This design comes from an exercise in tuning for small area, a short achievable clock period and few clock cycles on the open sky130 flow, not from production work. RTL that was checked went through simulation tests only; none was proved equivalent to the original.

// iono_xact
module iono_xact (
    input  wire        clk,
    input  wire        rst,
    input  wire        req_valid,
    output wire        req_ready,
    input  wire [2:0]  req_op,
    input  wire        req_bank,
    input  wire [6:0]  req_cmd,
    input  wire [7:0]  req_reg,
    input  wire [7:0]  req_data,
    output reg         rsp_valid,
    output reg         rsp_ok,
    output reg  [7:0]  rsp_value,
    output wire        ex_valid,
    input  wire        ex_ready,
    output wire [1:0]  ex_cs,
    output wire [23:0] ex_tx,
    input  wire        ex_rvalid,
    input  wire [23:0] ex_rx,
    output wire [1:0]  in_err,
    output wire [1:0]  out_err,
    output wire [1:0]  clr_pending,
    output wire [7:0]  in_inputs0,
    output wire [7:0]  in_inputs1
);
Size in the first run: about 590 cells after synthesis, ~86 flip-flops, roughly 120 I/O pins.
==> flow/config.mk <==
export PLATFORM = sky130hd
export DESIGN_NAME = iono_xact
export DESIGN_NICKNAME = iono_xact
export VERILOG_FILES = /design/flow/design.v
export SDC_FILE = /design/flow/constraint.sdc
export NUM_CORES = 4
export LEC_CHECK = 0
export CAP_MARGIN = 20
export CORE_MARGIN = 2
export CORE_UTILIZATION = 40
export SETUP_SLACK_MARGIN = 2.1
export SLEW_MARGIN = 20
==> flow/constraint.sdc <==
create_clock -name core_clock -period 5.0 [get_ports {clk}]
set_input_delay 1.0000 -clock core_clock [delete_from_list [all_inputs] [get_ports {clk}]]
set_output_delay 1.0000 -clock core_clock [all_outputs]
set_load 0.01 [all_outputs]
standard.sh (not shown) runs the stock make flow with config.mk's settings and CLKGATE_MAP_FILE= SYNTH_SCRIPT=/design/flow/synth_recipe.tcl, a recipe that flattens the netlist after the stock synthesis.
==> flow/flow/run.sh <==
#!/bin/bash
# The standard layout, with the smallest buffer on every input and output port
# (the standard flow's buffer_ports otherwise picks a larger delay buffer).
set -euo pipefail
export BUFFER_PORTS_ARGS="-buffer_cell sky130_fd_sc_hd__buf_1"
bash standard.sh > standard.log 2>&1
The starting point passed the timing, design-rule and antenna checks.
==> next run, changes <==
Settings changed: SETUP_SLACK_MARGIN 2.1 to 2.7.
Outcome: The new run completed without violations; non-clock buffer count rises by 31; die area is unchanged; setup slack degrades by 0.024 ns; design area rises by about a fifth; global-route usage rises by 0.82 points; fmax falls slightly; clock-buffer cell count stays the same; hold slack degrades by 0.064 ns; register-to-register slack improves by 0.24 ns.
Function was not checked in any run of this note: the RTL went through the layout flow alone.


== wip/fjord ==
iono_xact, a different RTL version from the one above (not shown whole).
Size in the first run: about 81 flip-flops, about 120 I/O pins, ~5100 um^2 of cells after synthesis.
Settings: LEC_CHECK=0, CAP_MARGIN=20, CORE_MARGIN=2, CORE_UTILIZATION=40, SETUP_SLACK_MARGIN=2.1, SLEW_MARGIN=20; clock period 5.0 ns.
Scripts as last shown in full above: flow/flow/run.sh
Testbench counts of wip/fjord, summed over its fixed seeds: cycles 10,194.
Relative to wip/fjord, the following input files were edited for wip/delta:
==> flow/flow/run.sh <==
#!/bin/bash
# The standard layout, with two changes to how it is made:
# - the smallest buffer on every input and output port (the standard flow's
#   buffer_ports otherwise picks a larger delay buffer);
# - synthesis does not map to the 3-input XOR/XNOR cells (slow on the CRC trees).
set -euo pipefail
export BUFFER_PORTS_ARGS="-buffer_cell sky130_fd_sc_hd__buf_1"
cd "$(dirname "$0")/.."
plat=$(make -s --no-print-directory -C "$FLOW_HOME" DESIGN_CONFIG="$PWD/config.mk" WORK_HOME="$PWD/orfs" print-DONT_USE_CELLS | sed -n 's/^DONT_USE_CELLS: //p')
extra="sky130_fd_sc_hd__xor3_1 sky130_fd_sc_hd__xor3_2 sky130_fd_sc_hd__xor3_4 sky130_fd_sc_hd__xnor3_1 sky130_fd_sc_hd__xnor3_2 sky130_fd_sc_hd__xnor3_4"
echo "DONT_USE_CELLS: $plat $extra" > dont_use.log
bash standard.sh DONT_USE_CELLS="$plat $extra" finish > standard.log 2>&1
==> comparison <==
Across wip/fjord and wip/delta, none had a timing, DRC or antenna violation. Route | wip/delta vs wip/fjord | wire longer in wip/delta. wip/fjord has a higher total met2 wirelength after detailed routing than wip/delta. On utilization after layout, wip/fjord and wip/delta are neck and neck. Per the comparison of wip/delta with wip/fjord, sequential fraction of total cell area roughly the same; share of the clock period used by the worst path after layout -1.3 points; synthesized cell count now sits higher; global-route met1 utilization shows a reduction of 0.54 points.
Input-level comparison between wip/pepper and wip/delta:
- SETUP_SLACK_MARGIN: 2.1 -> 2.4
Notes after the runs:
- Each of the runs, namely wip/delta and wip/pepper, reached the end of the flow and came out clean.
- Reported for wip/delta and wip/pepper, number of buffers created by CTS turned out identical to the last digit.
- Re portion of the layout cell area used by non-clock buffers: wip/delta and wip/pepper aren't equal, and the higher value belongs to wip/pepper.
- Taking wip/delta as the reference, in wip/pepper number of fill cells went down by 0.79%; area of the multi-input gates up about 2%; count of instances resized after the clock tree is built rose by 19; synthesized cell count neither gained nor lost much.
--- input diff wip/pepper..wip/zinc ---
- changing SETUP_SLACK_MARGIN from 2.4 to 2.7
--- outcome ---
Per the comparison of wip/zinc with wip/pepper, final setup slack of the worst path down 0.0082 ns; number of cells in the design after placement flat; total routed wirelength up 66 um; post-layout instance count excluding filler cells up 15. wip/pepper: full flow OK, the timing, design-rule and antenna checks passed. wip/zinc finished every stage and its layout cleared the timing, design-rule and antenna checks. Status: worst clock skew parity (wip/zinc, wip/pepper). Worst slew slack as a fraction of its limit (wip/zinc over wip/pepper): increase, 5.0 points.


The RTL this note starts from:
==> flow/design.v <==
module iono_crc5 (
    input  wire [7:0] d2,
    input  wire [7:0] d1,
    input  wire [2:0] d0_top,
    output reg  [4:0] crc
);
    reg [23:0] v;
    reg [5:0]  r;
    integer    i;
    always @(*) begin
        v = {d2, d1, d0_top, 5'h07};
        r = {1'b0, v[23:19]};
        for (i = 18; i >= 0; i = i - 1) begin
            r = {r[4:0], v[i]};
            if (r[5]) r = r ^ 6'h35;
        end
        crc = r[4:0];
    end
endmodule
module iono_crc7 (
    input  wire [7:0] w1,
    input  wire [7:0] w0,
    output reg  [6:0] crc
);
    reg [23:0] v;
    reg [7:0]  t;
    reg [6:0]  acc;
    integer    i;
    always @(*) begin
        v   = {w1, w0, 8'h80};
        acc = 7'h7F;
        for (i = 23; i >= 0; i = i - 1) begin
            t = {acc, 1'b0};
            if (acc[6]) t = t ^ 8'hB7;
            t = t ^ {7'b0, v[i]};
            acc = t[6:0];
        end
        crc = acc;
    end
endmodule
module iono_xact (
    input  wire        clk,
    input  wire        rst,
    input  wire        req_valid,
    output wire        req_ready,
    input  wire [2:0]  req_op,
    input  wire        req_bank,
    input  wire [6:0]  req_cmd,
    input  wire [7:0]  req_reg,
    input  wire [7:0]  req_data,
    output reg         rsp_valid,
    output reg         rsp_ok,
    output reg  [7:0]  rsp_value,
    output wire        ex_valid,
    input  wire        ex_ready,
    output wire [1:0]  ex_cs,
    output wire [23:0] ex_tx,
    input  wire        ex_rvalid,
    input  wire [23:0] ex_rx,
    output reg  [1:0]  in_err,
    output reg  [1:0]  out_err,
    output reg  [1:0]  clr_pending,
    output reg  [7:0]  in_inputs0,
    output reg  [7:0]  in_inputs1
);
    localparam [2:0] OP_IN_READ   = 3'd0;
    localparam [2:0] OP_IN_WRITE  = 3'd1;
    localparam [2:0] OP_OUT_READ  = 3'd2;
    localparam [2:0] OP_OUT_WRITE = 3'd3;
    localparam [2:0] OP_OUT_CFG   = 3'd4;
    localparam [2:0] OP_CLEAR     = 3'd5;
    localparam [7:0]  OUT_CMD_READ_REG = 8'h7F;
    localparam [23:0] OUT_RT_FRAME     = 24'h050F03;   
    localparam [1:0]  ATTEMPTS_LAST    = 2'd2;
    reg        busy;       
    reg        vreq;       
    reg        rt;         
    reg        kin;        
    reg        wr;         
    reg        cfg;        
    reg        ldv;        
    reg        bank;
    reg [1:0]  attempt;
    reg        p1ok;       
    reg [15:0] f;          
    wire [4:0] tx_c5;
    wire [6:0] tx_c7;
    iono_crc5 u_tx5 (.d2(f[15:8]), .d1(f[7:0]), .d0_top(3'b000), .crc(tx_c5));
    iono_crc7 u_tx7 (.w1(f[15:8]), .w0(f[7:0]), .crc(tx_c7));
    assign ex_tx     = rt ? OUT_RT_FRAME : {f, kin ? {3'b000, tx_c5} : {1'b0, tx_c7}};
    assign ex_cs     = {!kin, bank};
    assign ex_valid  = vreq || (ex_rvalid && rt);
    assign req_ready = !busy;
    wire [4:0] rx_c5;
    wire [6:0] rx_c7;
    iono_crc5 u_rx5 (.d2(ex_rx[23:16]), .d1(ex_rx[15:8]), .d0_top(ex_rx[7:5]), .crc(rx_c5));
    iono_crc7 u_rx7 (.w1(ex_rx[23:16]), .w0(ex_rx[15:8]), .crc(rx_c7));
    wire ok5 = (rx_c5 == ex_rx[4:0]);
    wire ok7 = (rx_c7 == ex_rx[6:0]);
    wire ex_acc  = ex_valid && ex_ready;
    wire echo    = busy && ex_rvalid;
    wire echo_p1 = echo && wr && rt;                  
    wire echo_fin = echo && !(wr && rt);              
    wire att_ok  = kin ? ok5 : (wr ? (p1ok && ok7) : ok7);
    always @(posedge clk) begin
        if (rst) begin
            busy        <= 1'b0;
            vreq        <= 1'b0;
            rt          <= 1'b0;
            rsp_valid   <= 1'b0;
            in_err      <= 2'b00;
            out_err     <= 2'b00;
            clr_pending <= 2'b00;
            in_inputs0  <= 8'd0;
            in_inputs1  <= 8'd0;
        end else begin
            rsp_valid <= 1'b0;
            if (ex_acc) begin
                vreq <= 1'b0;
                if (wr) rt <= !rt;
            end
            if (!busy) begin
                if (req_valid) begin
                    bank    <= req_bank;
                    attempt <= 2'd0;
                    kin     <= (req_op == OP_IN_READ) || (req_op == OP_IN_WRITE);
                    wr      <= (req_op == OP_OUT_WRITE) || (req_op == OP_OUT_CFG);
                    cfg     <= (req_op == OP_OUT_CFG);
                    ldv     <= (req_op == OP_IN_READ) || (req_op == OP_OUT_READ);
                    rsp_ok  <= (req_op == OP_CLEAR);
                    case (req_op)
                        OP_IN_READ:   f <= {1'b0, req_cmd, 8'h00};
                        OP_IN_WRITE:  f <= {1'b1, req_cmd, req_data};
                        OP_OUT_READ:  f <= {OUT_CMD_READ_REG, req_reg};
                        default:      f <= {clr_pending[req_bank], req_cmd, req_data};
                    endcase
                    case (req_op)
                        OP_OUT_WRITE: rsp_value <= req_data;
                        OP_OUT_CFG:   rsp_value <= req_reg;
                        default:      rsp_value <= 8'd0;
                    endcase
                    if (req_op == OP_CLEAR)
                        clr_pending[req_bank] <= 1'b1;
                    if (req_op > OP_CLEAR) begin
                        rsp_valid <= 1'b1;
                    end else if (req_op == OP_CLEAR) begin
                        rsp_valid <= 1'b1;
                    end else begin
                        busy <= 1'b1;
                        vreq <= 1'b1;
                    end
                end
            end
            if (echo_p1) begin
                p1ok <= ok7;
                if (!ex_ready) vreq <= 1'b1;
            end
            if (echo_fin) begin
                if (att_ok) begin
                    if (ldv) rsp_value <= ex_rx[15:8];
                    if (kin) begin
                        in_err[bank] <= 1'b0;
                        if (bank) in_inputs1 <= ex_rx[23:16];
                        else      in_inputs0 <= ex_rx[23:16];
                        rsp_valid <= 1'b1;
                        rsp_ok    <= 1'b1;
                        busy      <= 1'b0;
                    end else if (wr) begin
                        out_err[bank] <= 1'b0;
                        if (f[15]) clr_pending[bank] <= 1'b0;
                        if (cfg) begin
                            f         <= {OUT_CMD_READ_REG, rsp_value};
                            rsp_value <= f[7:0];
                            wr        <= 1'b0;
                            ldv       <= 1'b1;
                            attempt   <= 2'd0;
                            vreq      <= 1'b1;
                        end else begin
                            rsp_valid <= 1'b1;
                            rsp_ok    <= 1'b1;
                            busy      <= 1'b0;
                        end
                    end else begin
                        if (cfg && ex_rx[15:8] != rsp_value) begin
                            out_err[bank] <= 1'b1;
                            rsp_ok        <= 1'b0;
                        end else begin
                            out_err[bank] <= 1'b0;
                            rsp_ok        <= 1'b1;
                        end
                        rsp_valid <= 1'b1;
                        busy      <= 1'b0;
                    end
                end else if (attempt == ATTEMPTS_LAST) begin
                    if (kin) in_err[bank]  <= 1'b1;
                    else     out_err[bank] <= 1'b1;
                    rsp_valid <= 1'b1;
                    rsp_ok    <= 1'b0;
                    busy      <= 1'b0;
                end else begin
                    attempt <= attempt + 2'd1;
                    vreq    <= 1'b1;
                end
            end
        end
    end
endmodule
export LEC_CHECK = 0
export CAP_MARGIN = 20
export CORE_MARGIN = 2
export CORE_UTILIZATION = 40
export SLEW_MARGIN = 20
create_clock -name core_clock -period 5.0 [get_ports {clk}]
run.sh (not shown) runs the stock make flow with config.mk's settings and CLKGATE_MAP_FILE= SYNTH_SCRIPT=/design/flow/synth_recipe.tcl, a recipe that flattens the netlist after the stock synthesis.
Stock flow here: none of the scripts above is used.
Testbench counts at the start, summed over its fixed seeds: cycles 9,977.
Then changed:
--- a/flow/config.mk
+++ b/flow/config.mk
@@ -6,4 +6,5 @@
 export NUM_CORES = 4
 export LEC_CHECK = 0
+export ABC_AREA = 1
 export CAP_MARGIN = 20
 export CORE_MARGIN = 2
Design area goes up by 26%. Worst setup slack is worse by 130 ps. Hold slack is worse by 47 ps.
Then changed:
--- a/flow/config.mk
+++ b/flow/config.mk
@@ -6,7 +6,7 @@
 export NUM_CORES = 4
 export LEC_CHECK = 0
-export ABC_AREA = 1
 export CAP_MARGIN = 20
 export CORE_MARGIN = 2
 export CORE_UTILIZATION = 40
+export SETUP_SLACK_MARGIN = 2.5
 export SLEW_MARGIN = 20
=> Die area goes down by 14%. First-iteration DRC count hardly moves. Setup slack gains 730 ps.


Another version of the RTL of iono_xact (not shown whole).
For scale: about 560 cells after synthesis, ~5500 um^2 of cells after synthesis.
clock: 5.0 ns
lec_check: 0
cap_margin: 20
core_margin: 2
core_utilization: 40
setup_slack_margin: 2.4
slew_margin: 20
standard.sh (not shown) runs the stock make flow with config.mk's settings and CLKGATE_MAP_FILE= SYNTH_SCRIPT=/design/flow/synth_recipe.tcl, a recipe that flattens the netlist after the stock synthesis.
==> flow/flow/run.sh <==
#!/bin/bash
# The standard layout, with two changes to how it is made:
# - the smallest buffer on every input and output port (the standard flow's
#   buffer_ports otherwise picks a larger delay buffer);
# - synthesis does not map to the 3-input XOR/XNOR cells (slow on the CRC trees).
set -euo pipefail
export BUFFER_PORTS_ARGS="-buffer_cell sky130_fd_sc_hd__buf_1"
cd "$(dirname "$0")/.."
plat=$(make -s --no-print-directory -C "$FLOW_HOME" DESIGN_CONFIG="$PWD/config.mk" WORK_HOME="$PWD/orfs" print-DONT_USE_CELLS | sed -n 's/^DONT_USE_CELLS: //p')
extra="sky130_fd_sc_hd__xor3_1 sky130_fd_sc_hd__xor3_2 sky130_fd_sc_hd__xor3_4 sky130_fd_sc_hd__xnor3_1 sky130_fd_sc_hd__xnor3_2 sky130_fd_sc_hd__xnor3_4"
echo "DONT_USE_CELLS: $plat $extra" > dont_use.log
bash standard.sh DONT_USE_CELLS="$plat $extra" finish > standard.log 2>&1
The first run ran to the end with no violations.
Rerun with:
Settings changed: SETUP_SLACK_MARGIN 2.4 to 2.6.
The new run passed the timing, design-rule and antenna checks.
Cell area climbs by 3.2%.
Final cell count climbs by 1.7%.
Routed wire length climbs by 4.0%.
First-iteration DRC count climbs by 10%.
Clock-buffer cell count drops by 2.
No run of this note included a check of the RTL's function; only the layout flow was run.


iono_xact, a different RTL version from the one above (not shown whole).
Size in the first run: about 1100 cells after synthesis, about 88 flip-flops, ~120 I/O pins.
==> flow/config.mk <==
export PLATFORM = sky130hd
export DESIGN_NAME = iono_xact
export DESIGN_NICKNAME = iono_xact
export VERILOG_FILES = /design/flow/design.v
export SDC_FILE = /design/flow/constraint.sdc
export NUM_CORES = 4
export LEC_CHECK = 0
export ABC_AREA = 1
export CAP_MARGIN = 20
export CORE_MARGIN = 2
export CORE_UTILIZATION = 40
export SETUP_SLACK_MARGIN = 2.4
export SLEW_MARGIN = 20
==> flow/constraint.sdc <==
create_clock -name core_clock -period 5.0 [get_ports {clk}]
set_input_delay 1.0000 -clock core_clock [delete_from_list [all_inputs] [get_ports {clk}]]
set_output_delay 1.0000 -clock core_clock [all_outputs]
set_load 0.01 [all_outputs]
Scripts as last shown in full above: flow/flow/run.sh
The starting point finished clean.
Testbench counts at the start, summed over its fixed seeds: cycles 10,194.
==> next run, changes <==
ABC_AREA = not set   (was 1)
CTS_BUF_LIST = sky130_fd_sc_hd__clkbuf_8   (was not set)
=> Design area went down by 21%; count of clock-buffer cells in the layout came out lower by 2; global-route usage decreases by 2.5 points; final cell count goes down by 41%.
==> next run, changes <==
ABC_AREA = 1   (was not set)
ABC_CLOCK_PERIOD_IN_PS = 3500   (was not set)
CTS_BUF_LIST = not set   (was sky130_fd_sc_hd__clkbuf_8)
- maximum frequency came out higher by 2.5%
- via count came out higher by 64%
- critical path depth came out higher by 9
- routed wire length came out higher by 46%
- non-clock buffer count came out higher by 5
- hold slack loses 0.078 ns

## static timing again, ports no longer ideal
Ports are ideal in the flow. The routed layouts listed here were re-timed in OpenROAD.
Step 1, drivers: a clkbuf_16 drives clk and a buf_2 each remaining input, both assumed.
Step 2 moves the port delays by t, midway between the first and last clock arrival at a register: inputs arrive t later, outputs are due t later. That takes back most of the time a late clock gives input paths.
Three values: no drivers, after step 1, after step 2; two values: the first two.
run	t, ns	setup slack, ns	clock arrival spread, ns
the first run of note 1	0.384	2.095 / 2.112 / 1.728	0.008 / 0.008
the second run of note 1	0.388	2.071 / 2.013 / 1.625	0.017 / 0.016
wip/fjord	0.375	2.159 / 2.122 / 1.897	0.008 / 0.008
wip/delta	0.379	2.224 / 2.184 / 1.946	0.009 / 0.009
wip/pepper	0.378	2.341 / 2.301 / 2.132	0.009 / 0.009
wip/zinc	0.380	2.333 / 2.292 / 2.346	0.007 / 0.008
the first run of note 3	0.369	0.281 / 0.295 / -0.074	0.008 / 0.008
the second run of note 3	0.381	0.146 / 0.106 / 0.115	0.012 / 0.012
the third run of note 3	0.380	0.871 / 0.860 / 0.481	0.006 / 0.007
the first run of note 4	0.378	2.439 / 2.451 / 2.073	0.004 / 0.005
the second run of note 4	0.382	2.616 / 2.575 / 2.241	0.009 / 0.009
the first run of note 5	0.376	2.488 / 2.457 / 2.124	0.009 / 0.009
the second run of note 5	0.403	2.426 / 2.393 / 2.141	0.010 / 0.010
the third run of note 5	0.376	2.488 / 2.457 / 2.124	0.009 / 0.009
With both steps, setup timing fails in the first run of note 3, where it was met with ideal ports. The setup slack of the second run of note 1, which loses most, moves by -0.058 ns with the drivers and by -0.446 ns with both steps.
